Background: an optimization exercise with open tools, aiming at small area, a short achievable clock period and few clock cycles. Do not read the settings as production practice.
Only simulation tests tie the RTL to the original design; equivalence was not proved.
No activity file was given, so power comes from the tool's default toggle rates.

## design/flow/run.sh

```bash
#!/bin/bash
# synth_recipe.tcl (not shown) runs the flow's synth.tcl, then flattens the netlist and writes it again
# the make line also repeats each setting of config.mk as NAME=value (left out here)
make -C /OpenROAD-flow-scripts/flow DESIGN_CONFIG=/design/flow/config.mk WORK_HOME=/design/flow/orfs CLKGATE_MAP_FILE= SYNTH_SCRIPT=/design/flow/synth_recipe.tcl finish
```

## design/flow/config.mk

```make
export PLATFORM = sky130hd
export DESIGN_NAME = ahb1_refill
export DESIGN_NICKNAME = ahb1_refill
export VERILOG_FILES = /design/flow/design.v
export SDC_FILE = /design/flow/constraint.sdc
export NUM_CORES = 4
export LEC_CHECK = 0
export CAP_MARGIN = 20
export CORE_MARGIN = 2
export CORE_UTILIZATION = 30
export PLACE_DENSITY = 0.45
export SLEW_MARGIN = 20
```

## design/flow/design.v

```verilog
module phase_step (
    input  wire [29:0] p,       
    input  wire [30:0] inc,     
    output reg  [29:0] pn       
);
    wire [7:0]  ep = {1'b0, p[29:23]};
    wire [7:0]  ei = inc[30:23];
    wire [7:0]  epe = (ep == 8'd0) ? 8'd1 : ep;
    wire [7:0]  eie = (ei == 8'd0) ? 8'd1 : ei;
    wire [23:0] mp = {ep != 8'd0, p[22:0]};
    wire [23:0] mi = {ei != 8'd0, inc[22:0]};
    wire [7:0]  d_ip = eie - epe;
    wire [7:0]  d_pi = epe - eie;
    wire        ip   = (eie > epe);
    wire [7:0]  d    = ip ? d_ip : d_pi;
    wire [7:0]  ex   = ip ? eie : epe;
    wire [23:0] mx   = ip ? mi : mp;
    wire [23:0] mz   = ip ? mp : mi;
    reg  [25:0] v;
    reg         st;
    integer     k;
    always @* begin
        v  = {mz, 2'b00};
        st = 1'b0;
        for (k = 0; k < 5; k = k + 1)
            if (d[k]) begin
                st = st | (|(v & ((26'd1 << (1 << k)) - 26'd1)));
                v  = v >> (1 << k);
            end
        if (d[7:5] != 3'd0) begin
            v  = 26'd0;
            st = |mz;
        end
    end
    wire [26:0] sum = {1'b0, mx, 2'b00} + {1'b0, v[25:1], v[0] | st};
    reg  [23:0] m;
    reg         g, s, rnd;
    reg  [24:0] mr;
    reg  [8:0]  eq, en;
    reg  [22:0] f, fn;
    reg  [4:0]  lz, kk;
    integer     i;
    always @* begin
        if (sum[26]) begin
            m = sum[26:3]; g = sum[2]; s = sum[1] | sum[0];
        end else begin
            m = sum[25:2]; g = sum[1]; s = sum[0];
        end
        rnd = g & (s | m[0]);
        mr  = {1'b0, m} + {24'd0, rnd};
        if (mr[24] | mr[23])
            eq = {1'b0, ex} + {8'd0, sum[26]} + {8'd0, mr[24]};
        else
            eq = 9'd0;
        kk = eq[4:0] + 5'd1;                
        f  = mr[22:0] & (23'h7FFFFF >> kk);
        lz = 5'd0;
        for (i = 0; i <= 22; i = i + 1)
            if (f[i]) lz = 5'd22 - i[4:0];
        fn = f << lz;
        en = eq - 9'd1 - {4'd0, lz};
        if (eq < 9'd127)
            pn = {eq[6:0], mr[22:0]};
        else if (eq >= 9'd150 || f == 23'd0)
            pn = 30'd0;
        else
            pn = {en[6:0], fn[21:0], 1'b0};
    end
endmodule
module add_rc #(parameter W = 8) (
    input  wire [W-1:0] a,
    input  wire [W-1:0] b,
    input  wire         ci,
    output wire [W-1:0] s,
    output wire         co
);
    wire [W:0] c;
    assign c[0] = ci;
    genvar i;
    generate
        for (i = 0; i < W; i = i + 1) begin : g
            wire x = a[i] ^ b[i];
            assign s[i]     = x ^ c[i];
            assign c[i + 1] = (a[i] & b[i]) | (x & c[i]);
        end
    endgenerate
    assign co = c[W];
endmodule
module osc_front (
    input  wire [29:0] p,
    output wire [25:0] r         
);
    wire [6:0]  ep = p[29:23];
    wire [6:0]  ee = (ep == 7'd0) ? 7'd1 : ep;
    wire [24:0] A  = {ep != 7'd0, p[22:0], 1'b0};    
    wire [6:0]  rs  = 7'd126 - ee;
    reg  [25:0] v;               
    reg         st;              
    integer     k;
    always @* begin
        v  = {A, 1'b0};
        st = 1'b0;
        for (k = 0; k < 5; k = k + 1)
            if (rs[k]) begin
                st = st | (|(v & ((26'd1 << (1 << k)) - 26'd1)));
                v  = v >> (1 << k);
            end
        if (rs[6:5] != 2'd0) begin
            v  = 26'd0;
            st = 1'b1;
        end
    end
    wire [24:0] P  = v[25:1] + {24'd0, v[0] & (st | v[1])};
    wire [24:0] N  = 25'h1000000 - {1'b0, P[23:0]};
    wire [23:0] wh = P[23] ? N[23:0] : {1'b0, P[22:0]};
    assign r = {P[24], P[23], wh};
endmodule
module osc_mid (
    input  wire [25:0] r,
    input  wire        wave,
    output wire        sign,
    output wire [46:0] V
);
    wire [23:0] wh = r[23:0];
    wire        same = (r[25] == r[24]);
    wire [24:0] sabs = same ? (25'h1000000 - {1'b0, wh}) : {1'b0, wh};
    wire [46:0] vsin;
    sq_v u_sq (.a(wh), .v(vsin));
    assign sign = wave ? ~same : ~r[25];
    assign V    = wave ? vsin : {sabs, 22'd0};
endmodule
module round24 (
    input  wire [46:0] V,
    output wire [46:0] Y
);
    reg  [46:0] sm;
    integer     i;
    always @* begin
        sm[46] = V[46];
        for (i = 45; i >= 0; i = i - 1)
            sm[i] = sm[i + 1] | V[i];
    end
    wire [46:0] drop  = {24'd0, sm[46:24]};            
    wire [46:0] isg   = drop & ~{1'b0, drop[46:1]};     
    wire [46:0] islsb = {drop[45:0], 1'b0} & ~drop;     
    wire        G     = |(V & isg);
    wire        St    = |(V & drop & ~isg);
    wire        L     = |(V & islsb);
    assign Y = (V & ~drop) + ((G & (St | L)) ? islsb : 47'd0);
endmodule
module sq_v (
    input  wire [23:0] a,
    output wire [46:0] v
);
    wire pp1 = ~(a[0] & a[1]);
    wire pp2 = ~(a[0] & a[2]);
    wire pp3 = ~(a[0] & a[3]);
    wire pp4 = ~(a[0] & a[4]);
    wire pp5 = ~(a[0] & a[5]);
    wire pp6 = ~(a[0] & a[6]);
    wire pp7 = ~(a[0] & a[7]);
    wire pp8 = ~(a[0] & a[8]);
    wire pp9 = ~(a[0] & a[9]);
    wire pp10 = ~(a[0] & a[10]);
    wire pp11 = ~(a[0] & a[11]);
    wire pp12 = ~(a[0] & a[12]);
    wire pp13 = ~(a[0] & a[13]);
    wire pp14 = ~(a[0] & a[14]);
    wire pp15 = ~(a[0] & a[15]);
    wire pp16 = ~(a[0] & a[16]);
    wire pp17 = ~(a[0] & a[17]);
    wire pp18 = ~(a[0] & a[18]);
    wire pp19 = ~(a[0] & a[19]);
    wire pp20 = ~(a[0] & a[20]);
    wire pp21 = ~(a[0] & a[21]);
    wire pp22 = ~(a[0] & a[22]);
    wire pp23 = ~(a[1] & a[2]);
    wire pp24 = ~(a[1] & a[3]);
    wire pp25 = ~(a[1] & a[4]);
    wire pp26 = ~(a[1] & a[5]);
    wire pp27 = ~(a[1] & a[6]);
    wire pp28 = ~(a[1] & a[7]);
    wire pp29 = ~(a[1] & a[8]);
    wire pp30 = ~(a[1] & a[9]);
    wire pp31 = ~(a[1] & a[10]);
    wire pp32 = ~(a[1] & a[11]);
    wire pp33 = ~(a[1] & a[12]);
    wire pp34 = ~(a[1] & a[13]);
    wire pp35 = ~(a[1] & a[14]);
    wire pp36 = ~(a[1] & a[15]);
    wire pp37 = ~(a[1] & a[16]);
    wire pp38 = ~(a[1] & a[17]);
    wire pp39 = ~(a[1] & a[18]);
    wire pp40 = ~(a[1] & a[19]);
    wire pp41 = ~(a[1] & a[20]);
    wire pp42 = ~(a[1] & a[21]);
    wire pp43 = ~(a[1] & a[22]);
    wire pp44 = ~(a[2] & a[3]);
    wire pp45 = ~(a[2] & a[4]);
    wire pp46 = ~(a[2] & a[5]);
    wire pp47 = ~(a[2] & a[6]);
    wire pp48 = ~(a[2] & a[7]);
    wire pp49 = ~(a[2] & a[8]);
    wire pp50 = ~(a[2] & a[9]);
    wire pp51 = ~(a[2] & a[10]);
    wire pp52 = ~(a[2] & a[11]);
    wire pp53 = ~(a[2] & a[12]);
    wire pp54 = ~(a[2] & a[13]);
    wire pp55 = ~(a[2] & a[14]);
    wire pp56 = ~(a[2] & a[15]);
    wire pp57 = ~(a[2] & a[16]);
    wire pp58 = ~(a[2] & a[17]);
    wire pp59 = ~(a[2] & a[18]);
    wire pp60 = ~(a[2] & a[19]);
    wire pp61 = ~(a[2] & a[20]);
    wire pp62 = ~(a[2] & a[21]);
    wire pp63 = ~(a[2] & a[22]);
    wire pp64 = ~(a[3] & a[4]);
    wire pp65 = ~(a[3] & a[5]);
    wire pp66 = ~(a[3] & a[6]);
    wire pp67 = ~(a[3] & a[7]);
    wire pp68 = ~(a[3] & a[8]);
    wire pp69 = ~(a[3] & a[9]);
    wire pp70 = ~(a[3] & a[10]);
    wire pp71 = ~(a[3] & a[11]);
    wire pp72 = ~(a[3] & a[12]);
    wire pp73 = ~(a[3] & a[13]);
    wire pp74 = ~(a[3] & a[14]);
    wire pp75 = ~(a[3] & a[15]);
    wire pp76 = ~(a[3] & a[16]);
    wire pp77 = ~(a[3] & a[17]);
    wire pp78 = ~(a[3] & a[18]);
    wire pp79 = ~(a[3] & a[19]);
    wire pp80 = ~(a[3] & a[20]);
    wire pp81 = ~(a[3] & a[21]);
    wire pp82 = ~(a[3] & a[22]);
    wire pp83 = ~(a[4] & a[5]);
    wire pp84 = ~(a[4] & a[6]);
    wire pp85 = ~(a[4] & a[7]);
    wire pp86 = ~(a[4] & a[8]);
    wire pp87 = ~(a[4] & a[9]);
    wire pp88 = ~(a[4] & a[10]);
    wire pp89 = ~(a[4] & a[11]);
    wire pp90 = ~(a[4] & a[12]);
    wire pp91 = ~(a[4] & a[13]);
    wire pp92 = ~(a[4] & a[14]);
    wire pp93 = ~(a[4] & a[15]);
    wire pp94 = ~(a[4] & a[16]);
    wire pp95 = ~(a[4] & a[17]);
    wire pp96 = ~(a[4] & a[18]);
    wire pp97 = ~(a[4] & a[19]);
    wire pp98 = ~(a[4] & a[20]);
    wire pp99 = ~(a[4] & a[21]);
    wire pp100 = ~(a[4] & a[22]);
    wire pp101 = ~(a[5] & a[6]);
    wire pp102 = ~(a[5] & a[7]);
    wire pp103 = ~(a[5] & a[8]);
    wire pp104 = ~(a[5] & a[9]);
    wire pp105 = ~(a[5] & a[10]);
    wire pp106 = ~(a[5] & a[11]);
    wire pp107 = ~(a[5] & a[12]);
    wire pp108 = ~(a[5] & a[13]);
    wire pp109 = ~(a[5] & a[14]);
    wire pp110 = ~(a[5] & a[15]);
    wire pp111 = ~(a[5] & a[16]);
    wire pp112 = ~(a[5] & a[17]);
    wire pp113 = ~(a[5] & a[18]);
    wire pp114 = ~(a[5] & a[19]);
    wire pp115 = ~(a[5] & a[20]);
    wire pp116 = ~(a[5] & a[21]);
    wire pp117 = ~(a[5] & a[22]);
    wire pp118 = ~(a[6] & a[7]);
    wire pp119 = ~(a[6] & a[8]);
    wire pp120 = ~(a[6] & a[9]);
    wire pp121 = ~(a[6] & a[10]);
    wire pp122 = ~(a[6] & a[11]);
    wire pp123 = ~(a[6] & a[12]);
    wire pp124 = ~(a[6] & a[13]);
    wire pp125 = ~(a[6] & a[14]);
    wire pp126 = ~(a[6] & a[15]);
    wire pp127 = ~(a[6] & a[16]);
    wire pp128 = ~(a[6] & a[17]);
    wire pp129 = ~(a[6] & a[18]);
    wire pp130 = ~(a[6] & a[19]);
    wire pp131 = ~(a[6] & a[20]);
    wire pp132 = ~(a[6] & a[21]);
    wire pp133 = ~(a[6] & a[22]);
    wire pp134 = ~(a[7] & a[8]);
    wire pp135 = ~(a[7] & a[9]);
    wire pp136 = ~(a[7] & a[10]);
    wire pp137 = ~(a[7] & a[11]);
    wire pp138 = ~(a[7] & a[12]);
    wire pp139 = ~(a[7] & a[13]);
    wire pp140 = ~(a[7] & a[14]);
    wire pp141 = ~(a[7] & a[15]);
    wire pp142 = ~(a[7] & a[16]);
    wire pp143 = ~(a[7] & a[17]);
    wire pp144 = ~(a[7] & a[18]);
    wire pp145 = ~(a[7] & a[19]);
    wire pp146 = ~(a[7] & a[20]);
    wire pp147 = ~(a[7] & a[21]);
    wire pp148 = ~(a[7] & a[22]);
    wire pp149 = ~(a[8] & a[9]);
    wire pp150 = ~(a[8] & a[10]);
    wire pp151 = ~(a[8] & a[11]);
    wire pp152 = ~(a[8] & a[12]);
    wire pp153 = ~(a[8] & a[13]);
    wire pp154 = ~(a[8] & a[14]);
    wire pp155 = ~(a[8] & a[15]);
    wire pp156 = ~(a[8] & a[16]);
    wire pp157 = ~(a[8] & a[17]);
    wire pp158 = ~(a[8] & a[18]);
    wire pp159 = ~(a[8] & a[19]);
    wire pp160 = ~(a[8] & a[20]);
    wire pp161 = ~(a[8] & a[21]);
    wire pp162 = ~(a[8] & a[22]);
    wire pp163 = ~(a[9] & a[10]);
    wire pp164 = ~(a[9] & a[11]);
    wire pp165 = ~(a[9] & a[12]);
    wire pp166 = ~(a[9] & a[13]);
    wire pp167 = ~(a[9] & a[14]);
    wire pp168 = ~(a[9] & a[15]);
    wire pp169 = ~(a[9] & a[16]);
    wire pp170 = ~(a[9] & a[17]);
    wire pp171 = ~(a[9] & a[18]);
    wire pp172 = ~(a[9] & a[19]);
    wire pp173 = ~(a[9] & a[20]);
    wire pp174 = ~(a[9] & a[21]);
    wire pp175 = ~(a[9] & a[22]);
    wire pp176 = ~(a[10] & a[11]);
    wire pp177 = ~(a[10] & a[12]);
    wire pp178 = ~(a[10] & a[13]);
    wire pp179 = ~(a[10] & a[14]);
    wire pp180 = ~(a[10] & a[15]);
    wire pp181 = ~(a[10] & a[16]);
    wire pp182 = ~(a[10] & a[17]);
    wire pp183 = ~(a[10] & a[18]);
    wire pp184 = ~(a[10] & a[19]);
    wire pp185 = ~(a[10] & a[20]);
    wire pp186 = ~(a[10] & a[21]);
    wire pp187 = ~(a[10] & a[22]);
    wire pp188 = ~(a[11] & a[12]);
    wire pp189 = ~(a[11] & a[13]);
    wire pp190 = ~(a[11] & a[14]);
    wire pp191 = ~(a[11] & a[15]);
    wire pp192 = ~(a[11] & a[16]);
    wire pp193 = ~(a[11] & a[17]);
    wire pp194 = ~(a[11] & a[18]);
    wire pp195 = ~(a[11] & a[19]);
    wire pp196 = ~(a[11] & a[20]);
    wire pp197 = ~(a[11] & a[21]);
    wire pp198 = ~(a[11] & a[22]);
    wire pp199 = ~(a[12] & a[13]);
    wire pp200 = ~(a[12] & a[14]);
    wire pp201 = ~(a[12] & a[15]);
    wire pp202 = ~(a[12] & a[16]);
    wire pp203 = ~(a[12] & a[17]);
    wire pp204 = ~(a[12] & a[18]);
    wire pp205 = ~(a[12] & a[19]);
    wire pp206 = ~(a[12] & a[20]);
    wire pp207 = ~(a[12] & a[21]);
    wire pp208 = ~(a[12] & a[22]);
    wire pp209 = ~(a[13] & a[14]);
    wire pp210 = ~(a[13] & a[15]);
    wire pp211 = ~(a[13] & a[16]);
    wire pp212 = ~(a[13] & a[17]);
    wire pp213 = ~(a[13] & a[18]);
    wire pp214 = ~(a[13] & a[19]);
    wire pp215 = ~(a[13] & a[20]);
    wire pp216 = ~(a[13] & a[21]);
    wire pp217 = ~(a[13] & a[22]);
    wire pp218 = ~(a[14] & a[15]);
    wire pp219 = ~(a[14] & a[16]);
    wire pp220 = ~(a[14] & a[17]);
    wire pp221 = ~(a[14] & a[18]);
    wire pp222 = ~(a[14] & a[19]);
    wire pp223 = ~(a[14] & a[20]);
    wire pp224 = ~(a[14] & a[21]);
    wire pp225 = ~(a[14] & a[22]);
    wire pp226 = ~(a[15] & a[16]);
    wire pp227 = ~(a[15] & a[17]);
    wire pp228 = ~(a[15] & a[18]);
    wire pp229 = ~(a[15] & a[19]);
    wire pp230 = ~(a[15] & a[20]);
    wire pp231 = ~(a[15] & a[21]);
    wire pp232 = ~(a[15] & a[22]);
    wire pp233 = ~(a[16] & a[17]);
    wire pp234 = ~(a[16] & a[18]);
    wire pp235 = ~(a[16] & a[19]);
    wire pp236 = ~(a[16] & a[20]);
    wire pp237 = ~(a[16] & a[21]);
    wire pp238 = ~(a[16] & a[22]);
    wire pp239 = ~(a[17] & a[18]);
    wire pp240 = ~(a[17] & a[19]);
    wire pp241 = ~(a[17] & a[20]);
    wire pp242 = ~(a[17] & a[21]);
    wire pp243 = ~(a[17] & a[22]);
    wire pp244 = ~(a[18] & a[19]);
    wire pp245 = ~(a[18] & a[20]);
    wire pp246 = ~(a[18] & a[21]);
    wire pp247 = ~(a[18] & a[22]);
    wire pp248 = ~(a[19] & a[20]);
    wire pp249 = ~(a[19] & a[21]);
    wire pp250 = ~(a[19] & a[22]);
    wire pp251 = ~(a[20] & a[21]);
    wire pp252 = ~(a[20] & a[22]);
    wire pp253 = ~(a[21] & a[22]);
    wire s254 = ~a[8] ^ pp15;
    wire c255 = ~a[8] & pp15;
    wire s256 = pp16 ^ pp36;
    wire c257 = pp16 & pp36;
    wire s258 = ~a[9] ^ pp17 ^ pp37;
    wire c259 = (~a[9] & pp17) | (pp37 & (~a[9] ^ pp17));
    wire s260 = pp56 ^ pp74;
    wire c261 = pp56 & pp74;
    wire s262 = pp18 ^ pp38 ^ pp57;
    wire c263 = (pp18 & pp38) | (pp57 & (pp18 ^ pp38));
    wire s264 = pp75 ^ pp92;
    wire c265 = pp75 & pp92;
    wire s266 = ~a[10] ^ pp19 ^ pp39;
    wire c267 = (~a[10] & pp19) | (pp39 & (~a[10] ^ pp19));
    wire s268 = pp58 ^ pp76 ^ pp93;
    wire c269 = (pp58 & pp76) | (pp93 & (pp58 ^ pp76));
    wire s270 = pp109 ^ pp124;
    wire c271 = pp109 & pp124;
    wire s272 = pp20 ^ pp40 ^ pp59;
    wire c273 = (pp20 & pp40) | (pp59 & (pp20 ^ pp40));
    wire s274 = pp77 ^ pp94 ^ pp110;
    wire c275 = (pp77 & pp94) | (pp110 & (pp77 ^ pp94));
    wire s276 = pp125 ^ pp139;
    wire c277 = pp125 & pp139;
    wire s278 = ~a[11] ^ pp21 ^ pp41;
    wire c279 = (~a[11] & pp21) | (pp41 & (~a[11] ^ pp21));
    wire s280 = pp60 ^ pp78 ^ pp95;
    wire c281 = (pp60 & pp78) | (pp95 & (pp60 ^ pp78));
    wire s282 = pp111 ^ pp126 ^ pp140;
    wire c283 = (pp111 & pp126) | (pp140 & (pp111 ^ pp126));
    wire s284 = pp153 ^ pp165;
    wire c285 = pp153 & pp165;
    wire s286 = pp22 ^ pp42 ^ pp61;
    wire c287 = (pp22 & pp42) | (pp61 & (pp22 ^ pp42));
    wire s288 = pp79 ^ pp96 ^ pp112;
    wire c289 = (pp79 & pp96) | (pp112 & (pp79 ^ pp96));
    wire s290 = pp127 ^ pp141 ^ pp154;
    wire c291 = (pp127 & pp141) | (pp154 & (pp127 ^ pp141));
    wire s292 = pp166 ^ pp177;
    wire c293 = pp166 & pp177;
    wire s294 = ~a[12] ^ pp43 ^ pp62;
    wire c295 = (~a[12] & pp43) | (pp62 & (~a[12] ^ pp43));
    wire s296 = pp80 ^ pp97 ^ pp113;
    wire c297 = (pp80 & pp97) | (pp113 & (pp80 ^ pp97));
    wire s298 = pp128 ^ pp142 ^ pp155;
    wire c299 = (pp128 & pp142) | (pp155 & (pp128 ^ pp142));
    wire s300 = pp167 ^ pp178;
    wire c301 = pp167 & pp178;
    wire s302 = pp63 ^ pp81 ^ pp98;
    wire c303 = (pp63 & pp81) | (pp98 & (pp63 ^ pp81));
    wire s304 = pp114 ^ pp129 ^ pp143;
    wire c305 = (pp114 & pp129) | (pp143 & (pp114 ^ pp129));
    wire s306 = pp156 ^ pp168;
    wire c307 = pp156 & pp168;
    wire s308 = ~a[13] ^ pp82 ^ pp99;
    wire c309 = (~a[13] & pp82) | (pp99 & (~a[13] ^ pp82));
    wire s310 = pp115 ^ pp130 ^ pp144;
    wire c311 = (pp115 & pp130) | (pp144 & (pp115 ^ pp130));
    wire s312 = pp157 ^ pp169;
    wire c313 = pp157 & pp169;
    wire s314 = pp100 ^ pp116 ^ pp131;
    wire c315 = (pp100 & pp116) | (pp131 & (pp100 ^ pp116));
    wire s316 = pp145 ^ pp158;
    wire c317 = pp145 & pp158;
    wire s318 = ~a[14] ^ pp117 ^ pp132;
    wire c319 = (~a[14] & pp117) | (pp132 & (~a[14] ^ pp117));
    wire s320 = pp146 ^ pp159;
    wire c321 = pp146 & pp159;
    wire s322 = pp133 ^ pp147;
    wire c323 = pp133 & pp147;
    wire s324 = ~a[15] ^ pp148;
    wire c325 = ~a[15] & pp148;
    wire s326 = ~a[5] ^ pp9;
    wire c327 = ~a[5] & pp9;
    wire s328 = pp10 ^ pp30;
    wire c329 = pp10 & pp30;
    wire s330 = ~a[6] ^ pp11 ^ pp31;
    wire c331 = (~a[6] & pp11) | (pp31 & (~a[6] ^ pp11));
    wire s332 = pp50 ^ pp68;
    wire c333 = pp50 & pp68;
    wire s334 = pp12 ^ pp32 ^ pp51;
    wire c335 = (pp12 & pp32) | (pp51 & (pp12 ^ pp32));
    wire s336 = pp69 ^ pp86;
    wire c337 = pp69 & pp86;
    wire s338 = ~a[7] ^ pp13 ^ pp33;
    wire c339 = (~a[7] & pp13) | (pp33 & (~a[7] ^ pp13));
    wire s340 = pp52 ^ pp70 ^ pp87;
    wire c341 = (pp52 & pp70) | (pp87 & (pp52 ^ pp70));
    wire s342 = pp103 ^ pp118;
    wire c343 = pp103 & pp118;
    wire s344 = pp14 ^ pp34 ^ pp53;
    wire c345 = (pp14 & pp34) | (pp53 & (pp14 ^ pp34));
    wire s346 = pp71 ^ pp88 ^ pp104;
    wire c347 = (pp71 & pp88) | (pp104 & (pp71 ^ pp88));
    wire s348 = pp119 ^ 1'b1;
    wire c349 = pp119 & 1'b1;
    wire s350 = s254 ^ pp35 ^ pp54;
    wire c351 = (s254 & pp35) | (pp54 & (s254 ^ pp35));
    wire s352 = pp72 ^ pp89 ^ pp105;
    wire c353 = (pp72 & pp89) | (pp105 & (pp72 ^ pp89));
    wire s354 = pp120 ^ pp134 ^ 1'b1;
    wire c355 = (pp120 & pp134) | (1'b1 & (pp120 ^ pp134));
    wire s356 = s256 ^ pp55 ^ pp73;
    wire c357 = (s256 & pp55) | (pp73 & (s256 ^ pp55));
    wire s358 = pp90 ^ pp106 ^ pp121;
    wire c359 = (pp90 & pp106) | (pp121 & (pp90 ^ pp106));
    wire s360 = pp135 ^ 1'b1 ^ c255;
    wire c361 = (pp135 & 1'b1) | (c255 & (pp135 ^ 1'b1));
    wire s362 = s258 ^ s260 ^ pp91;
    wire c363 = (s258 & s260) | (pp91 & (s258 ^ s260));
    wire s364 = pp107 ^ pp122 ^ pp136;
    wire c365 = (pp107 & pp122) | (pp136 & (pp107 ^ pp122));
    wire s366 = pp149 ^ 1'b1 ^ c257;
    wire c367 = (pp149 & 1'b1) | (c257 & (pp149 ^ 1'b1));
    wire s368 = s262 ^ s264 ^ pp108;
    wire c369 = (s262 & s264) | (pp108 & (s262 ^ s264));
    wire s370 = pp123 ^ pp137 ^ pp150;
    wire c371 = (pp123 & pp137) | (pp150 & (pp123 ^ pp137));
    wire s372 = 1'b1 ^ c259 ^ c261;
    wire c373 = (1'b1 & c259) | (c261 & (1'b1 ^ c259));
    wire s374 = s266 ^ s268 ^ s270;
    wire c375 = (s266 & s268) | (s270 & (s266 ^ s268));
    wire s376 = pp138 ^ pp151 ^ pp163;
    wire c377 = (pp138 & pp151) | (pp163 & (pp138 ^ pp151));
    wire s378 = 1'b1 ^ c263 ^ c265;
    wire c379 = (1'b1 & c263) | (c265 & (1'b1 ^ c263));
    wire s380 = s272 ^ s274 ^ s276;
    wire c381 = (s272 & s274) | (s276 & (s272 ^ s274));
    wire s382 = pp152 ^ pp164 ^ 1'b1;
    wire c383 = (pp152 & pp164) | (1'b1 & (pp152 ^ pp164));
    wire s384 = c267 ^ c269 ^ c271;
    wire c385 = (c267 & c269) | (c271 & (c267 ^ c269));
    wire s386 = s278 ^ s280 ^ s282;
    wire c387 = (s278 & s280) | (s282 & (s278 ^ s280));
    wire s388 = s284 ^ pp176 ^ 1'b1;
    wire c389 = (s284 & pp176) | (1'b1 & (s284 ^ pp176));
    wire s390 = c273 ^ c275 ^ c277;
    wire c391 = (c273 & c275) | (c277 & (c273 ^ c275));
    wire s392 = s286 ^ s288 ^ s290;
    wire c393 = (s286 & s288) | (s290 & (s286 ^ s288));
    wire s394 = s292 ^ 1'b1 ^ c279;
    wire c395 = (s292 & 1'b1) | (c279 & (s292 ^ 1'b1));
    wire s396 = c281 ^ c283 ^ c285;
    wire c397 = (c281 & c283) | (c285 & (c281 ^ c283));
    wire s398 = s294 ^ s296 ^ s298;
    wire c399 = (s294 & s296) | (s298 & (s294 ^ s296));
    wire s400 = s300 ^ pp188 ^ c287;
    wire c401 = (s300 & pp188) | (c287 & (s300 ^ pp188));
    wire s402 = c289 ^ c291 ^ c293;
    wire c403 = (c289 & c291) | (c293 & (c289 ^ c291));
    wire s404 = s302 ^ s304 ^ s306;
    wire c405 = (s302 & s304) | (s306 & (s302 ^ s304));
    wire s406 = pp179 ^ pp189 ^ c295;
    wire c407 = (pp179 & pp189) | (c295 & (pp179 ^ pp189));
    wire s408 = c297 ^ c299 ^ c301;
    wire c409 = (c297 & c299) | (c301 & (c297 ^ c299));
    wire s410 = s308 ^ s310 ^ s312;
    wire c411 = (s308 & s310) | (s312 & (s308 ^ s310));
    wire s412 = pp180 ^ pp190 ^ pp199;
    wire c413 = (pp180 & pp190) | (pp199 & (pp180 ^ pp190));
    wire s414 = c303 ^ c305 ^ c307;
    wire c415 = (c303 & c305) | (c307 & (c303 ^ c305));
    wire s416 = s314 ^ s316 ^ pp170;
    wire c417 = (s314 & s316) | (pp170 & (s314 ^ s316));
    wire s418 = pp181 ^ pp191 ^ pp200;
    wire c419 = (pp181 & pp191) | (pp200 & (pp181 ^ pp191));
    wire s420 = c309 ^ c311 ^ c313;
    wire c421 = (c309 & c311) | (c313 & (c309 ^ c311));
    wire s422 = s318 ^ s320 ^ pp171;
    wire c423 = (s318 & s320) | (pp171 & (s318 ^ s320));
    wire s424 = pp182 ^ pp192 ^ pp201;
    wire c425 = (pp182 & pp192) | (pp201 & (pp182 ^ pp192));
    wire s426 = pp209 ^ c315 ^ c317;
    wire c427 = (pp209 & c315) | (c317 & (pp209 ^ c315));
    wire s428 = s322 ^ pp160 ^ pp172;
    wire c429 = (s322 & pp160) | (pp172 & (s322 ^ pp160));
    wire s430 = pp183 ^ pp193 ^ pp202;
    wire c431 = (pp183 & pp193) | (pp202 & (pp183 ^ pp193));
    wire s432 = pp210 ^ c319 ^ c321;
    wire c433 = (pp210 & c319) | (c321 & (pp210 ^ c319));
    wire s434 = s324 ^ pp161 ^ pp173;
    wire c435 = (s324 & pp161) | (pp173 & (s324 ^ pp161));
    wire s436 = pp184 ^ pp194 ^ pp203;
    wire c437 = (pp184 & pp194) | (pp203 & (pp184 ^ pp194));
    wire s438 = pp211 ^ pp218 ^ c323;
    wire c439 = (pp211 & pp218) | (c323 & (pp211 ^ pp218));
    wire s440 = pp162 ^ pp174 ^ pp185;
    wire c441 = (pp162 & pp174) | (pp185 & (pp162 ^ pp174));
    wire s442 = pp195 ^ pp204 ^ pp212;
    wire c443 = (pp195 & pp204) | (pp212 & (pp195 ^ pp204));
    wire s444 = pp219 ^ c325;
    wire c445 = pp219 & c325;
    wire s446 = ~a[16] ^ pp175 ^ pp186;
    wire c447 = (~a[16] & pp175) | (pp186 & (~a[16] ^ pp175));
    wire s448 = pp196 ^ pp205 ^ pp213;
    wire c449 = (pp196 & pp205) | (pp213 & (pp196 ^ pp205));
    wire s450 = pp220 ^ pp226;
    wire c451 = pp220 & pp226;
    wire s452 = pp187 ^ pp197 ^ pp206;
    wire c453 = (pp187 & pp197) | (pp206 & (pp187 ^ pp197));
    wire s454 = pp214 ^ pp221;
    wire c455 = pp214 & pp221;
    wire s456 = ~a[17] ^ pp198 ^ pp207;
    wire c457 = (~a[17] & pp198) | (pp207 & (~a[17] ^ pp198));
    wire s458 = pp215 ^ pp222;
    wire c459 = pp215 & pp222;
    wire s460 = pp208 ^ pp216;
    wire c461 = pp208 & pp216;
    wire s462 = ~a[18] ^ pp217;
    wire c463 = ~a[18] & pp217;
    wire s464 = ~a[3] ^ pp5;
    wire c465 = ~a[3] & pp5;
    wire s466 = pp6 ^ pp26;
    wire c467 = pp6 & pp26;
    wire s468 = ~a[4] ^ pp7 ^ pp27;
    wire c469 = (~a[4] & pp7) | (pp27 & (~a[4] ^ pp7));
    wire s470 = pp46 ^ pp64;
    wire c471 = pp46 & pp64;
    wire s472 = pp8 ^ pp28 ^ pp47;
    wire c473 = (pp8 & pp28) | (pp47 & (pp8 ^ pp28));
    wire s474 = pp65 ^ 1'b1;
    wire c475 = pp65 & 1'b1;
    wire s476 = s326 ^ pp29 ^ pp48;
    wire c477 = (s326 & pp29) | (pp48 & (s326 ^ pp29));
    wire s478 = pp66 ^ pp83 ^ 1'b1;
    wire c479 = (pp66 & pp83) | (1'b1 & (pp66 ^ pp83));
    wire s480 = s328 ^ pp49 ^ pp67;
    wire c481 = (s328 & pp49) | (pp67 & (s328 ^ pp49));
    wire s482 = pp84 ^ 1'b1 ^ c327;
    wire c483 = (pp84 & 1'b1) | (c327 & (pp84 ^ 1'b1));
    wire s484 = s330 ^ s332 ^ pp85;
    wire c485 = (s330 & s332) | (pp85 & (s330 ^ s332));
    wire s486 = pp101 ^ 1'b1 ^ c329;
    wire c487 = (pp101 & 1'b1) | (c329 & (pp101 ^ 1'b1));
    wire s488 = s334 ^ s336 ^ pp102;
    wire c489 = (s334 & s336) | (pp102 & (s334 ^ s336));
    wire s490 = 1'b1 ^ c331 ^ c333;
    wire c491 = (1'b1 & c331) | (c333 & (1'b1 ^ c331));
    wire s492 = s338 ^ s340 ^ s342;
    wire c493 = (s338 & s340) | (s342 & (s338 ^ s340));
    wire s494 = 1'b1 ^ c335 ^ c337;
    wire c495 = (1'b1 & c335) | (c337 & (1'b1 ^ c335));
    wire s496 = s344 ^ s346 ^ s348;
    wire c497 = (s344 & s346) | (s348 & (s344 ^ s346));
    wire s498 = c339 ^ c341 ^ c343;
    wire c499 = (c339 & c341) | (c343 & (c339 ^ c341));
    wire s500 = s350 ^ s352 ^ s354;
    wire c501 = (s350 & s352) | (s354 & (s350 ^ s352));
    wire s502 = c345 ^ c347 ^ c349;
    wire c503 = (c345 & c347) | (c349 & (c345 ^ c347));
    wire s504 = s356 ^ s358 ^ s360;
    wire c505 = (s356 & s358) | (s360 & (s356 ^ s358));
    wire s506 = c351 ^ c353 ^ c355;
    wire c507 = (c351 & c353) | (c355 & (c351 ^ c353));
    wire s508 = s362 ^ s364 ^ s366;
    wire c509 = (s362 & s364) | (s366 & (s362 ^ s364));
    wire s510 = c357 ^ c359 ^ c361;
    wire c511 = (c357 & c359) | (c361 & (c357 ^ c359));
    wire s512 = s368 ^ s370 ^ s372;
    wire c513 = (s368 & s370) | (s372 & (s368 ^ s370));
    wire s514 = c363 ^ c365 ^ c367;
    wire c515 = (c363 & c365) | (c367 & (c363 ^ c365));
    wire s516 = s374 ^ s376 ^ s378;
    wire c517 = (s374 & s376) | (s378 & (s374 ^ s376));
    wire s518 = c369 ^ c371 ^ c373;
    wire c519 = (c369 & c371) | (c373 & (c369 ^ c371));
    wire s520 = s380 ^ s382 ^ s384;
    wire c521 = (s380 & s382) | (s384 & (s380 ^ s382));
    wire s522 = c375 ^ c377 ^ c379;
    wire c523 = (c375 & c377) | (c379 & (c375 ^ c377));
    wire s524 = s386 ^ s388 ^ s390;
    wire c525 = (s386 & s388) | (s390 & (s386 ^ s388));
    wire s526 = c381 ^ c383 ^ c385;
    wire c527 = (c381 & c383) | (c385 & (c381 ^ c383));
    wire s528 = s392 ^ s394 ^ s396;
    wire c529 = (s392 & s394) | (s396 & (s392 ^ s394));
    wire s530 = c387 ^ c389 ^ c391;
    wire c531 = (c387 & c389) | (c391 & (c387 ^ c389));
    wire s532 = s398 ^ s400 ^ s402;
    wire c533 = (s398 & s400) | (s402 & (s398 ^ s400));
    wire s534 = c393 ^ c395 ^ c397;
    wire c535 = (c393 & c395) | (c397 & (c393 ^ c395));
    wire s536 = s404 ^ s406 ^ s408;
    wire c537 = (s404 & s406) | (s408 & (s404 ^ s406));
    wire s538 = c399 ^ c401 ^ c403;
    wire c539 = (c399 & c401) | (c403 & (c399 ^ c401));
    wire s540 = s410 ^ s412 ^ s414;
    wire c541 = (s410 & s412) | (s414 & (s410 ^ s412));
    wire s542 = c405 ^ c407 ^ c409;
    wire c543 = (c405 & c407) | (c409 & (c405 ^ c407));
    wire s544 = s416 ^ s418 ^ s420;
    wire c545 = (s416 & s418) | (s420 & (s416 ^ s418));
    wire s546 = c411 ^ c413 ^ c415;
    wire c547 = (c411 & c413) | (c415 & (c411 ^ c413));
    wire s548 = s422 ^ s424 ^ s426;
    wire c549 = (s422 & s424) | (s426 & (s422 ^ s424));
    wire s550 = c417 ^ c419 ^ c421;
    wire c551 = (c417 & c419) | (c421 & (c417 ^ c419));
    wire s552 = s428 ^ s430 ^ s432;
    wire c553 = (s428 & s430) | (s432 & (s428 ^ s430));
    wire s554 = c423 ^ c425 ^ c427;
    wire c555 = (c423 & c425) | (c427 & (c423 ^ c425));
    wire s556 = s434 ^ s436 ^ s438;
    wire c557 = (s434 & s436) | (s438 & (s434 ^ s436));
    wire s558 = c429 ^ c431 ^ c433;
    wire c559 = (c429 & c431) | (c433 & (c429 ^ c431));
    wire s560 = s440 ^ s442 ^ s444;
    wire c561 = (s440 & s442) | (s444 & (s440 ^ s442));
    wire s562 = c435 ^ c437 ^ c439;
    wire c563 = (c435 & c437) | (c439 & (c435 ^ c437));
    wire s564 = s446 ^ s448 ^ s450;
    wire c565 = (s446 & s448) | (s450 & (s446 ^ s448));
    wire s566 = c441 ^ c443 ^ c445;
    wire c567 = (c441 & c443) | (c445 & (c441 ^ c443));
    wire s568 = s452 ^ s454 ^ pp227;
    wire c569 = (s452 & s454) | (pp227 & (s452 ^ s454));
    wire s570 = c447 ^ c449 ^ c451;
    wire c571 = (c447 & c449) | (c451 & (c447 ^ c449));
    wire s572 = s456 ^ s458 ^ pp228;
    wire c573 = (s456 & s458) | (pp228 & (s456 ^ s458));
    wire s574 = pp233 ^ c453 ^ c455;
    wire c575 = (pp233 & c453) | (c455 & (pp233 ^ c453));
    wire s576 = s460 ^ pp223 ^ pp229;
    wire c577 = (s460 & pp223) | (pp229 & (s460 ^ pp223));
    wire s578 = pp234 ^ c457 ^ c459;
    wire c579 = (pp234 & c457) | (c459 & (pp234 ^ c457));
    wire s580 = s462 ^ pp224 ^ pp230;
    wire c581 = (s462 & pp224) | (pp230 & (s462 ^ pp224));
    wire s582 = pp235 ^ pp239 ^ c461;
    wire c583 = (pp235 & pp239) | (c461 & (pp235 ^ pp239));
    wire s584 = pp225 ^ pp231 ^ pp236;
    wire c585 = (pp225 & pp231) | (pp236 & (pp225 ^ pp231));
    wire s586 = pp240 ^ c463;
    wire c587 = pp240 & c463;
    wire s588 = ~a[19] ^ pp232 ^ pp237;
    wire c589 = (~a[19] & pp232) | (pp237 & (~a[19] ^ pp232));
    wire s590 = pp241 ^ pp244;
    wire c591 = pp241 & pp244;
    wire s592 = pp238 ^ pp242;
    wire c593 = pp238 & pp242;
    wire s594 = ~a[20] ^ pp243;
    wire c595 = ~a[20] & pp243;
    wire s596 = ~a[2] ^ pp3;
    wire c597 = ~a[2] & pp3;
    wire s598 = pp4 ^ pp24;
    wire c599 = pp4 & pp24;
    wire s600 = s464 ^ pp25 ^ pp44;
    wire c601 = (s464 & pp25) | (pp44 & (s464 ^ pp25));
    wire s602 = s466 ^ pp45 ^ 1'b1;
    wire c603 = (s466 & pp45) | (1'b1 & (s466 ^ pp45));
    wire s604 = s468 ^ s470 ^ 1'b1;
    wire c605 = (s468 & s470) | (1'b1 & (s468 ^ s470));
    wire s606 = s472 ^ s474 ^ c469;
    wire c607 = (s472 & s474) | (c469 & (s472 ^ s474));
    wire s608 = s476 ^ s478 ^ c473;
    wire c609 = (s476 & s478) | (c473 & (s476 ^ s478));
    wire s610 = s480 ^ s482 ^ c477;
    wire c611 = (s480 & s482) | (c477 & (s480 ^ s482));
    wire s612 = s484 ^ s486 ^ c481;
    wire c613 = (s484 & s486) | (c481 & (s484 ^ s486));
    wire s614 = s488 ^ s490 ^ c485;
    wire c615 = (s488 & s490) | (c485 & (s488 ^ s490));
    wire s616 = s492 ^ s494 ^ c489;
    wire c617 = (s492 & s494) | (c489 & (s492 ^ s494));
    wire s618 = s496 ^ s498 ^ c493;
    wire c619 = (s496 & s498) | (c493 & (s496 ^ s498));
    wire s620 = s500 ^ s502 ^ c497;
    wire c621 = (s500 & s502) | (c497 & (s500 ^ s502));
    wire s622 = s504 ^ s506 ^ c501;
    wire c623 = (s504 & s506) | (c501 & (s504 ^ s506));
    wire s624 = s508 ^ s510 ^ c505;
    wire c625 = (s508 & s510) | (c505 & (s508 ^ s510));
    wire s626 = s512 ^ s514 ^ c509;
    wire c627 = (s512 & s514) | (c509 & (s512 ^ s514));
    wire s628 = s516 ^ s518 ^ c513;
    wire c629 = (s516 & s518) | (c513 & (s516 ^ s518));
    wire s630 = s520 ^ s522 ^ c517;
    wire c631 = (s520 & s522) | (c517 & (s520 ^ s522));
    wire s632 = s524 ^ s526 ^ c521;
    wire c633 = (s524 & s526) | (c521 & (s524 ^ s526));
    wire s634 = s528 ^ s530 ^ c525;
    wire c635 = (s528 & s530) | (c525 & (s528 ^ s530));
    wire s636 = s532 ^ s534 ^ c529;
    wire c637 = (s532 & s534) | (c529 & (s532 ^ s534));
    wire s638 = s536 ^ s538 ^ c533;
    wire c639 = (s536 & s538) | (c533 & (s536 ^ s538));
    wire s640 = s540 ^ s542 ^ c537;
    wire c641 = (s540 & s542) | (c537 & (s540 ^ s542));
    wire s642 = s544 ^ s546 ^ c541;
    wire c643 = (s544 & s546) | (c541 & (s544 ^ s546));
    wire s644 = s548 ^ s550 ^ c545;
    wire c645 = (s548 & s550) | (c545 & (s548 ^ s550));
    wire s646 = s552 ^ s554 ^ c549;
    wire c647 = (s552 & s554) | (c549 & (s552 ^ s554));
    wire s648 = s556 ^ s558 ^ c553;
    wire c649 = (s556 & s558) | (c553 & (s556 ^ s558));
    wire s650 = s560 ^ s562 ^ c557;
    wire c651 = (s560 & s562) | (c557 & (s560 ^ s562));
    wire s652 = s564 ^ s566 ^ c561;
    wire c653 = (s564 & s566) | (c561 & (s564 ^ s566));
    wire s654 = s568 ^ s570 ^ c565;
    wire c655 = (s568 & s570) | (c565 & (s568 ^ s570));
    wire s656 = s572 ^ s574 ^ c569;
    wire c657 = (s572 & s574) | (c569 & (s572 ^ s574));
    wire s658 = s576 ^ s578 ^ c573;
    wire c659 = (s576 & s578) | (c573 & (s576 ^ s578));
    wire s660 = s580 ^ s582 ^ c577;
    wire c661 = (s580 & s582) | (c577 & (s580 ^ s582));
    wire s662 = s584 ^ s586 ^ c581;
    wire c663 = (s584 & s586) | (c581 & (s584 ^ s586));
    wire s664 = s588 ^ s590 ^ c585;
    wire c665 = (s588 & s590) | (c585 & (s588 ^ s590));
    wire s666 = s592 ^ pp245 ^ c589;
    wire c667 = (s592 & pp245) | (c589 & (s592 ^ pp245));
    wire s668 = s594 ^ pp246 ^ pp248;
    wire c669 = (s594 & pp246) | (pp248 & (s594 ^ pp246));
    wire s670 = pp247 ^ pp249;
    wire c671 = pp247 & pp249;
    wire s672 = ~a[21] ^ pp250;
    wire c673 = ~a[21] & pp250;
    wire s674 = ~a[1] ^ pp1;
    wire c675 = ~a[1] & pp1;
    wire s676 = pp2 ^ 1'b1;
    wire c677 = pp2 & 1'b1;
    wire s678 = s596 ^ pp23 ^ 1'b1;
    wire c679 = (s596 & pp23) | (1'b1 & (s596 ^ pp23));
    wire s680 = s598 ^ 1'b1 ^ c597;
    wire c681 = (s598 & 1'b1) | (c597 & (s598 ^ 1'b1));
    wire s682 = s600 ^ 1'b1 ^ c599;
    wire c683 = (s600 & 1'b1) | (c599 & (s600 ^ 1'b1));
    wire s684 = s602 ^ c465 ^ c601;
    wire c685 = (s602 & c465) | (c601 & (s602 ^ c465));
    wire s686 = s604 ^ c467 ^ c603;
    wire c687 = (s604 & c467) | (c603 & (s604 ^ c467));
    wire s688 = s606 ^ c471 ^ c605;
    wire c689 = (s606 & c471) | (c605 & (s606 ^ c471));
    wire s690 = s608 ^ c475 ^ c607;
    wire c691 = (s608 & c475) | (c607 & (s608 ^ c475));
    wire s692 = s610 ^ c479 ^ c609;
    wire c693 = (s610 & c479) | (c609 & (s610 ^ c479));
    wire s694 = s612 ^ c483 ^ c611;
    wire c695 = (s612 & c483) | (c611 & (s612 ^ c483));
    wire s696 = s614 ^ c487 ^ c613;
    wire c697 = (s614 & c487) | (c613 & (s614 ^ c487));
    wire s698 = s616 ^ c491 ^ c615;
    wire c699 = (s616 & c491) | (c615 & (s616 ^ c491));
    wire s700 = s618 ^ c495 ^ c617;
    wire c701 = (s618 & c495) | (c617 & (s618 ^ c495));
    wire s702 = s620 ^ c499 ^ c619;
    wire c703 = (s620 & c499) | (c619 & (s620 ^ c499));
    wire s704 = s622 ^ c503 ^ c621;
    wire c705 = (s622 & c503) | (c621 & (s622 ^ c503));
    wire s706 = s624 ^ c507 ^ c623;
    wire c707 = (s624 & c507) | (c623 & (s624 ^ c507));
    wire s708 = s626 ^ c511 ^ c625;
    wire c709 = (s626 & c511) | (c625 & (s626 ^ c511));
    wire s710 = s628 ^ c515 ^ c627;
    wire c711 = (s628 & c515) | (c627 & (s628 ^ c515));
    wire s712 = s630 ^ c519 ^ c629;
    wire c713 = (s630 & c519) | (c629 & (s630 ^ c519));
    wire s714 = s632 ^ c523 ^ c631;
    wire c715 = (s632 & c523) | (c631 & (s632 ^ c523));
    wire s716 = s634 ^ c527 ^ c633;
    wire c717 = (s634 & c527) | (c633 & (s634 ^ c527));
    wire s718 = s636 ^ c531 ^ c635;
    wire c719 = (s636 & c531) | (c635 & (s636 ^ c531));
    wire s720 = s638 ^ c535 ^ c637;
    wire c721 = (s638 & c535) | (c637 & (s638 ^ c535));
    wire s722 = s640 ^ c539 ^ c639;
    wire c723 = (s640 & c539) | (c639 & (s640 ^ c539));
    wire s724 = s642 ^ c543 ^ c641;
    wire c725 = (s642 & c543) | (c641 & (s642 ^ c543));
    wire s726 = s644 ^ c547 ^ c643;
    wire c727 = (s644 & c547) | (c643 & (s644 ^ c547));
    wire s728 = s646 ^ c551 ^ c645;
    wire c729 = (s646 & c551) | (c645 & (s646 ^ c551));
    wire s730 = s648 ^ c555 ^ c647;
    wire c731 = (s648 & c555) | (c647 & (s648 ^ c555));
    wire s732 = s650 ^ c559 ^ c649;
    wire c733 = (s650 & c559) | (c649 & (s650 ^ c559));
    wire s734 = s652 ^ c563 ^ c651;
    wire c735 = (s652 & c563) | (c651 & (s652 ^ c563));
    wire s736 = s654 ^ c567 ^ c653;
    wire c737 = (s654 & c567) | (c653 & (s654 ^ c567));
    wire s738 = s656 ^ c571 ^ c655;
    wire c739 = (s656 & c571) | (c655 & (s656 ^ c571));
    wire s740 = s658 ^ c575 ^ c657;
    wire c741 = (s658 & c575) | (c657 & (s658 ^ c575));
    wire s742 = s660 ^ c579 ^ c659;
    wire c743 = (s660 & c579) | (c659 & (s660 ^ c579));
    wire s744 = s662 ^ c583 ^ c661;
    wire c745 = (s662 & c583) | (c661 & (s662 ^ c583));
    wire s746 = s664 ^ c587 ^ c663;
    wire c747 = (s664 & c587) | (c663 & (s664 ^ c587));
    wire s748 = s666 ^ c591 ^ c665;
    wire c749 = (s666 & c591) | (c665 & (s666 ^ c591));
    wire s750 = s668 ^ c593 ^ c667;
    wire c751 = (s668 & c593) | (c667 & (s668 ^ c593));
    wire s752 = s670 ^ c595 ^ c669;
    wire c753 = (s670 & c595) | (c669 & (s670 ^ c595));
    wire s754 = s672 ^ pp251 ^ c671;
    wire c755 = (s672 & pp251) | (c671 & (s672 ^ pp251));
    wire s756 = pp252 ^ c673;
    wire c757 = pp252 & c673;
    wire s758 = ~a[22] ^ pp253;
    wire c759 = ~a[22] & pp253;
    wire [46:0] ra = {1'b0, c759, s758, s756, s754, s752, s750, s748, s746, s744, s742, s740, s738, s736, s734, s732, s730, s728, s726, s724, s722, s720, s718, s716, s714, s712, s710, s708, s706, s704, s702, s700, s698, s696, s694, s692, s690, s688, s686, s684, s682, s680, s678, s676, s674, 1'b1, ~a[0]};
    wire [46:0] rb = {1'b0, 1'b0, c757, c755, c753, c751, c749, c747, c745, c743, c741, c739, c737, c735, c733, c731, c729, c727, c725, c723, c721, c719, c717, c715, c713, c711, c709, c707, c705, c703, c701, c699, c697, c695, c693, c691, c689, c687, c685, c683, c681, c679, c677, c675, 1'b1, 1'b0, 1'b1};
    wire [46:0] sum;
    add_rc #(.W(47)) u_fin (.a(ra), .b(rb), .ci(1'b0), .s(sum), .co());
    assign v = {sum[46] & ~a[23], sum[45:0]};
endmodule
module quant (
    input  wire        sign,
    input  wire [46:0] Y,
    input  wire        depth32,
    output wire [31:0] q
);
    wire        b32 = {Y[14:0], 31'd0} < Y;
    wire        b16 = {Y[30:0], 15'd0} < Y;
    wire        b   = depth32 ? b32 : b16;
    wire [31:0] H   = depth32 ? Y[46:15] : {16'd0, Y[46:31]};
    wire [31:0] R   = H - {31'd0, b} - {31'd0, sign};
    assign q = R ^ {32{sign}};
endmodule
module ahb1_refill (
    input  wire        clk,
    input  wire        rst,         
    input  wire        start,       
    input  wire        half,        
    input  wire        depth32,     
    input  wire        wave,        
    input  wire [31:0] inc,         
    output wire        ready,
    output wire        done,
    output wire [31:0] phase,
    output wire        mem_we,
    output wire [9:0]  mem_addr,
    output wire [15:0] mem_wdata
);
    reg        idle_r;      
    reg        done_r;
    reg        pre_r;       
    reg        we_r;
    reg [9:0]  addr_r;      
    reg [15:0] wd_r;
    reg [29:0] ph_r;        
    reg [30:0] inc_r;       
    reg        depth_r;
    reg        wave_r;
    reg [25:0] r1;          
    reg [47:0] r2;
    wire [29:0] ph_next;
    phase_step u_step (.p(ph_r), .inc(inc_r), .pn(ph_next));
    wire [25:0] front;
    osc_front u_front (.p(ph_r), .r(front));
    wire        mid_sign;
    wire [46:0] mid_v;
    osc_mid u_mid (.r(r1), .wave(wave_r), .sign(mid_sign), .V(mid_v));
    wire [46:0] y;
    round24 u_round (.V(r2[46:0]), .Y(y));
    wire [31:0] q;
    quant u_quant (.sign(r2[47]), .Y(y), .depth32(depth_r), .q(q));
    always @(posedge clk) begin
        r1 <= front;
        r2 <= {mid_sign, mid_v};
    end
    wire [9:0] a_perm = depth_r ? {addr_r[9:2], addr_r[0], addr_r[1]} : addr_r;
    wire [9:0] a_inc  = a_perm + 10'd1;
    wire [9:0] a_next = depth_r ? {a_inc[9:2], a_inc[0], a_inc[1]} : a_inc;
    wire [9:0] a_t    = we_r ? a_next : addr_r;       
    wire       last   = depth_r ? (addr_r[8:0] == 9'h1FF) : (addr_r[7:0] == 8'hFF);
    wire       hi     = depth_r & ~a_t[0];
    wire       adv    = pre_r ? ~depth_r
                      : depth_r ? (a_t[1:0] == 2'b10)
                      : (a_t[0] & (a_t[7:0] != 8'hFF));
    wire [15:0] word  = hi ? q[31:16] : q[15:0];
    assign ready     = idle_r;
    assign done      = done_r;
    assign phase     = {2'b00, ph_r};
    assign mem_we    = we_r;
    assign mem_addr  = addr_r;
    assign mem_wdata = wd_r;
    always @(posedge clk) begin
        if (rst) begin
            idle_r <= 1'b1;
            done_r <= 1'b0;
            pre_r  <= 1'b0;
            we_r   <= 1'b0;
            ph_r   <= 30'd0;
        end else begin
            done_r <= 1'b0;
            pre_r  <= 1'b0;
            if (idle_r) begin
                if (start) begin
                    idle_r <= 1'b0;
                    pre_r  <= 1'b1;
                end
            end else if (we_r && last) begin
                idle_r <= 1'b1;
                done_r <= 1'b1;
                we_r   <= 1'b0;
            end else begin
                if (!pre_r) we_r <= 1'b1;
                if (adv) ph_r <= ph_next;
            end
        end
    end
    always @(posedge clk) begin
        if (idle_r) begin
            inc_r   <= inc[30:0];
            depth_r <= depth32;
            wave_r  <= wave;
            addr_r  <= {half & depth32, half & ~depth32, 8'd0};
        end else begin
            addr_r  <= a_t;
            wd_r    <= word;
        end
    end
endmodule
```

## design/flow/constraint.sdc

```tcl
create_clock -name core_clock -period 100.0 [get_ports {clk}]
set_input_delay 20.0000 -clock core_clock [delete_from_list [all_inputs] [get_ports {clk}]]
set_output_delay 20.0000 -clock core_clock [all_outputs]
set_load 0.01 [all_outputs]
```

==> metrics.sh <==
RUN_STATUS='no timing/DRC/antenna violations'
CRIT_PATH_CELL_TRACE='clkdlybuf4s50_1'
TIMING.REG2REG.SETUP_SLACK_NS=81.46
SYNTHTOPCELLSBYAREA='sky130_fd_sc_hd__fa_1 16%, sky130_fd_sc_hd__nand2_1 7.6%, sky130_fd_sc_hd__dfxtp_1 7.5%'
YOSYS_MOST_USED_DFF='sky130_fd_sc_hd__dfxtp_1'
CP.REQUIRED_NS=80.00
MULTIINPUTGATEAREA_UM2=24700
FF2FF_PATH_DEPTH=52
CAP_VIOL_MAX_COUNT=0
TIMING.FINAL.SETUP_VIOLATIONS=0
AREA.SEQUENTIAL_UM2=3830
POST_CTS_HOLD_BUFFER_COUNT=0
POWER.INTERNAL_W=0.000207
MAXIMUM_NUMBER_OF_PINS_ON_ONE_NET_BEFORE_GLOBAL_ROUTE_REPAIR=72
AVGVIACOUNTPERCELL=5.63
POST-SYNTH-TOP-AREA-CELL='sky130_fd_sc_hd__fa_1'
FIRST_GLOBAL_VIAS=29200
H_TREE_LVLS=4
RR_ENDPOINT='r2[45]'
TIMING_WORST_SLEW_PIN_VALUE_NS=1.01
CTS_TREE='yes'
WORSTSETUPENDPOINTTYPE='output pin'
GLOBALROUTETOTALUTIL=0.230
FLOORPLAN.DIE.HEIGHT_UM=323
PERIOD_MINUS_SLACK_NS=22.00
YOSYSWARNINGCOUNT=4
DETAILEDROUTE.FIRSTITERATIONVIOLATIONS=2611
BUFFERS_ON_PORTS=95
CLKSINKCOUNT=166
CRITICAL_PATH.SLOWEST_CELL='sky130_fd_sc_hd__dfxtp_1'
TOTALWIRELENGTH_UM=121000
POST-ROUTE-PERIOD-UTIL=0.220
RSZ0062_AT_GRT='false'
ASYNCSETRESETFLOPFRACSYNTH=0
SYN-MEAN-INSTANCE-AREA_UM2=7.67
HOLD_PATH_STARTPOINT='r1[23]'
CLK-INSERTION-DELAY-LATE_NS=0.50
FIN_AREA_UM2=33300
SYNTHCELLS=3982
DIE-AREA_UM2=104000
NUMBER_OF_FLOPS_MAPPED_TO_ENABLE_CELLS_BY_YOSYS=51
CPPEAKSTAGEDELAY_NS=0.83
CRITICAL_PATH_ARRIVAL_NS=2.00
DETAILEDPLACE.WORSTSLACK_NS=78.53
VDD.IR_DROP.WORST_V=0.0000104
FLOORPLAN.CORE_AREA_UM2=101000
FINAL_ANTENNA_NET_COUNT=0
STARTING_DENSITY=0.301
POST_SYNTH_NUM_CELL_TYPES=129
WORSTHOLDPATHCELLS=1
WORSTPATHBUFFERINVERTERCOUNT=1
CLOCK.FMAX_MHz=45.5
POST_ROUTE_CELLS_DRIVE_ABOVE_1_SHARE=0.0629
DIE_WIDTH_UM=323
SETUP_SLACK_NS=78.00
FINAL_LAYOUT_SETUP_TOTAL_NEGATIVE_SLACK_NS=0
LAYOUT.FILLER_CELLS=11100
POST-DP-HPWL_UM=92600
NUMCTSBUFFERS=17
GRT_ANTENNA_BEFORE_REPAIR=2
CRIT_PATH_START='ph_r[14]'
RESIDUAL_DRC_COUNT=0
CELL_FAMILY_WITH_THE_LARGEST_SHARE_OF_CRITICAL_PATH_DELAY='flip-flops'
FRACTION_OF_THE_YOSYS_AREA_TAKEN_BY_SEQUENTIAL_CELLS=0.126
CLK_PATH_BUF_DEPTH=2
CLK_PIN_SLEW_WORST_PATHS_NS=0.07
NUMPLACEDINSTANCES=5265
POST-CTS-SETUP-BUFFERS=0
MIN_PATH_TYPE='reg2reg'
CORE.ROWCOUNT=117
SYNTH-SEQ-CELLS=166
DETAIL_ROUTE.FIRST_PASS.ITERATIONS=6
POST_DRT_WL_PER_CELL_UM=22.8
SYNTH_TOP_CELL_AREA_SHARE=0.158
POWER.DENSITY_nW_PER_UM2=13.2
GRT_REMAINING_OVERFLOW=0
SLEW_HEADROOM=0.322
CLKPWRFRAC=0.153
LEAKAGE_POWER_nW=12.2
GRT_FIRST_PASS_WIRELENGTH_UM=184000
REGTOREGSTARTPOINT='r1[2]'
LAYOUT.NETS=4377
COMB_POWER_SHARE=0.665
FINALHOLDVIOLCOUNT=0
QUANTITY_OF_GATES_RESIZED_FOLLOWING_CTS=0
LAYOUT-AREA-OVERHEAD-VS-SYNTH_PCT=9.01
CLOCK_TREE.ROOT_CELL='sky130_fd_sc_hd__clkbuf_16'
CRIT_PATH_START_KIND='register'
PLACEDINSTANCEAREA_UM2=32700
FIN_HOLD_WS_NS=0.481
GLOBALPLACE.CONGESTION=0.966
SEQUENTIALPOWERSHARE=0.182
SWSHARE=0.531
HOLDPATHEND='r2[46]'
FINAL_CELL_COUNT_NO_FILL=5298
CRITPATHMAXFANOUT=10
NETSWITCHINGPOWER_W=0.000234
ROUTE.VIAS.TOTAL=29800
NETLIST_AREA_UM2=30500
MAX_CLOCK_SKEW_NS=0.0169
FINALMAXSLEWVIOLATIONS=0
CRIT_PATH_CATEGORY='reg2out'
I_O_PIN_CNT=99
==> cell usage in the layout (no fill, tap or decap), types with 47 or more instances in the layout <==
cell / count
sky130_fd_sc_hd__xnor2_1: 152
sky130_fd_sc_hd__dfxtp_1: 114
sky130_fd_sc_hd__mux2i_1: 77
sky130_fd_sc_hd__nor3_1: 116
sky130_fd_sc_hd__inv_1: 246
sky130_fd_sc_hd__nand3_1: 103
sky130_fd_sc_hd__fa_1: 241
sky130_fd_sc_hd__o211ai_1: 47
sky130_fd_sc_hd__ha_1: 182
sky130_fd_sc_hd__a211oi_1: 66
sky130_fd_sc_hd__edfxtp_1: 51
sky130_fd_sc_hd__o21ai_0: 204
sky130_fd_sc_hd__nand2_1: 616
sky130_fd_sc_hd__and2_1: 65
sky130_fd_sc_hd__o22ai_1: 48
sky130_fd_sc_hd__buf_4: 75
sky130_fd_sc_hd__nor2_1: 316
sky130_fd_sc_hd__clkdlybuf4s50_1: 94
sky130_fd_sc_hd__xor2_1: 64
sky130_fd_sc_hd__and3_1: 47
sky130_fd_sc_hd__a21oi_1: 207
==> routing by layer <==
| metal | share of wire | GRT usage | vias up | routed length [µm] |
|---|---|---|---|---|
| li1 | - | - | 14000 | - |
| met1 | 0.46 | 0.320 | 14700 | 55600 |
| met2 | 0.46 | 0.377 | 957 | 55500 |
| met3 | 0.052 | 0.0240 | 140 | 6280 |
| met4 | 0.026 | 0.0626 | 2 | 3150 |
| met5 | 0.00010 | 0 | - | 12 |
==> synthesized netlist by cell type, types with 13 or more instances <==
library cell,n
sky130_fd_sc_hd__nand3_1,103
sky130_fd_sc_hd__or3_1,34
sky130_fd_sc_hd__a21o_1,33
sky130_fd_sc_hd__mux2_2,17
sky130_fd_sc_hd__nor3_1,117
sky130_fd_sc_hd__a211oi_1,66
sky130_fd_sc_hd__nand2_1,616
sky130_fd_sc_hd__o31ai_1,30
sky130_fd_sc_hd__a211o_1,20
sky130_fd_sc_hd__o211ai_1,47
sky130_fd_sc_hd__mux4_2,21
sky130_fd_sc_hd__o21bai_1,17
sky130_fd_sc_hd__nor2_1,317
sky130_fd_sc_hd__buf_4,13
sky130_fd_sc_hd__nand2b_1,29
sky130_fd_sc_hd__edfxtp_1,51
sky130_fd_sc_hd__buf_2,30
sky130_fd_sc_hd__a31oi_1,34
sky130_fd_sc_hd__xor2_1,64
sky130_fd_sc_hd__buf_1,21
sky130_fd_sc_hd__a21oi_1,209
sky130_fd_sc_hd__clkbuf_1,184
sky130_fd_sc_hd__ha_1,182
sky130_fd_sc_hd__o22ai_1,48
sky130_fd_sc_hd__fa_1,241
sky130_fd_sc_hd__xnor2_1,153
sky130_fd_sc_hd__nand4_1,40
sky130_fd_sc_hd__or2_2,18
sky130_fd_sc_hd__o21ai_1,20
sky130_fd_sc_hd__mux2i_1,77
sky130_fd_sc_hd__a221oi_1,20
sky130_fd_sc_hd__or4_1,20
sky130_fd_sc_hd__nor2b_1,27
sky130_fd_sc_hd__dfxtp_1,115
sky130_fd_sc_hd__nor4_1,40
sky130_fd_sc_hd__o21ai_0,204
sky130_fd_sc_hd__o21a_1,17
sky130_fd_sc_hd__and3_1,48
sky130_fd_sc_hd__inv_1,246
sky130_fd_sc_hd__and2_1,65
sky130_fd_sc_hd__nor3b_1,15
sky130_fd_sc_hd__o2111ai_1,17
==> worst max-delay path by stage <==
stage	endpoint	slack, ns	cells past startpoint
after floorplan	ready	78.84	0
after global placement	phase[14]	78.53	1
after detailed placement	phase[14]	78.53	1
after CTS	phase[14]	77.97	1
after global routing	phase[14]	77.97	1
final	phase[14]	78.00	1
==> stage by stage <==
stage                util  power (W)
global route        0.329   0.000467
finish              0.329   0.000440
detailed placement  0.323   0.000365
CTS                 0.329   0.000435
global placement    0.323   0.000366
floorplan               -   0.000283
==> power groups by stage <==
stage          Sequential [W]  Combinational [W]  Clock [W]
2_1_floorplan       0.0000795           0.000204          0
3_3_place_gp        0.0000813           0.000285          0
3_5_place_dp        0.0000812           0.000283          0
4_1_cts             0.0000798           0.000285  0.0000706
5_1_grt             0.0000802           0.000314  0.0000726
6_report            0.0000799           0.000293  0.0000674
==> registers in the layout, summed over array words and instances (netlist names) <==
register and flops:
pre_r 1, depth_r 1, addr_r 10, ph_r 30
r2 47, we_r 1, inc_r 31, wd_r 16
wave_r 1, idle_r 1, r1 26, done_r 1
==> area by class of cell <==
cell class / count / share of cell area
clock buffer: 20 / 0.0141
timing repair buffer: 170 / 0.0453
multi-input combinational: 3307 / 0.742
sequential: 166 / 0.115
inverter: 254 / 0.0287
clock inverter: 12 / 0.00316
tap: 1368 / 0.0514
antenna: 1 / 0.0000752
==> logic make-up after synthesis <==
family,count (synthesis),synth area share
compound gates,984,0.219
other cells,1,0.000123
mux,117,0.0479
flops,166,0.126
buf+inv,510,0.0671
fa+ha+maj,423,0.233
xor+xnor,218,0.0628
simple gates,1563,0.245
Testbench counts, summed over its fixed seeds: cycles 49,544.

[port drivers added, routing unchanged]
The flow's constraints put no driver on any port. The routed layout listed below was extracted and timed again, unchanged, in two steps.
Step 1, drivers: a clkbuf_16 drives clk and a buf_2 each remaining input, both assumed.
Step 2, shift: input delay + t, output delay - t, t = (earliest + latest rising clock arrival at the registers) / 2. This alone moves slack from input paths to output paths.
Slacks: ideal / step 1 / step 2; pairs: ideal / step 1.
shift t [ns]: 0.552
setup WS [ns]: 78.004 / 77.940 / 78.491
worst data-port slew with drivers (ns): 0.06
After both steps setup and hold are still met in this run. For this run, drivers alone change the setup slack by -0.064 ns; drivers and shift together by +0.487 ns.
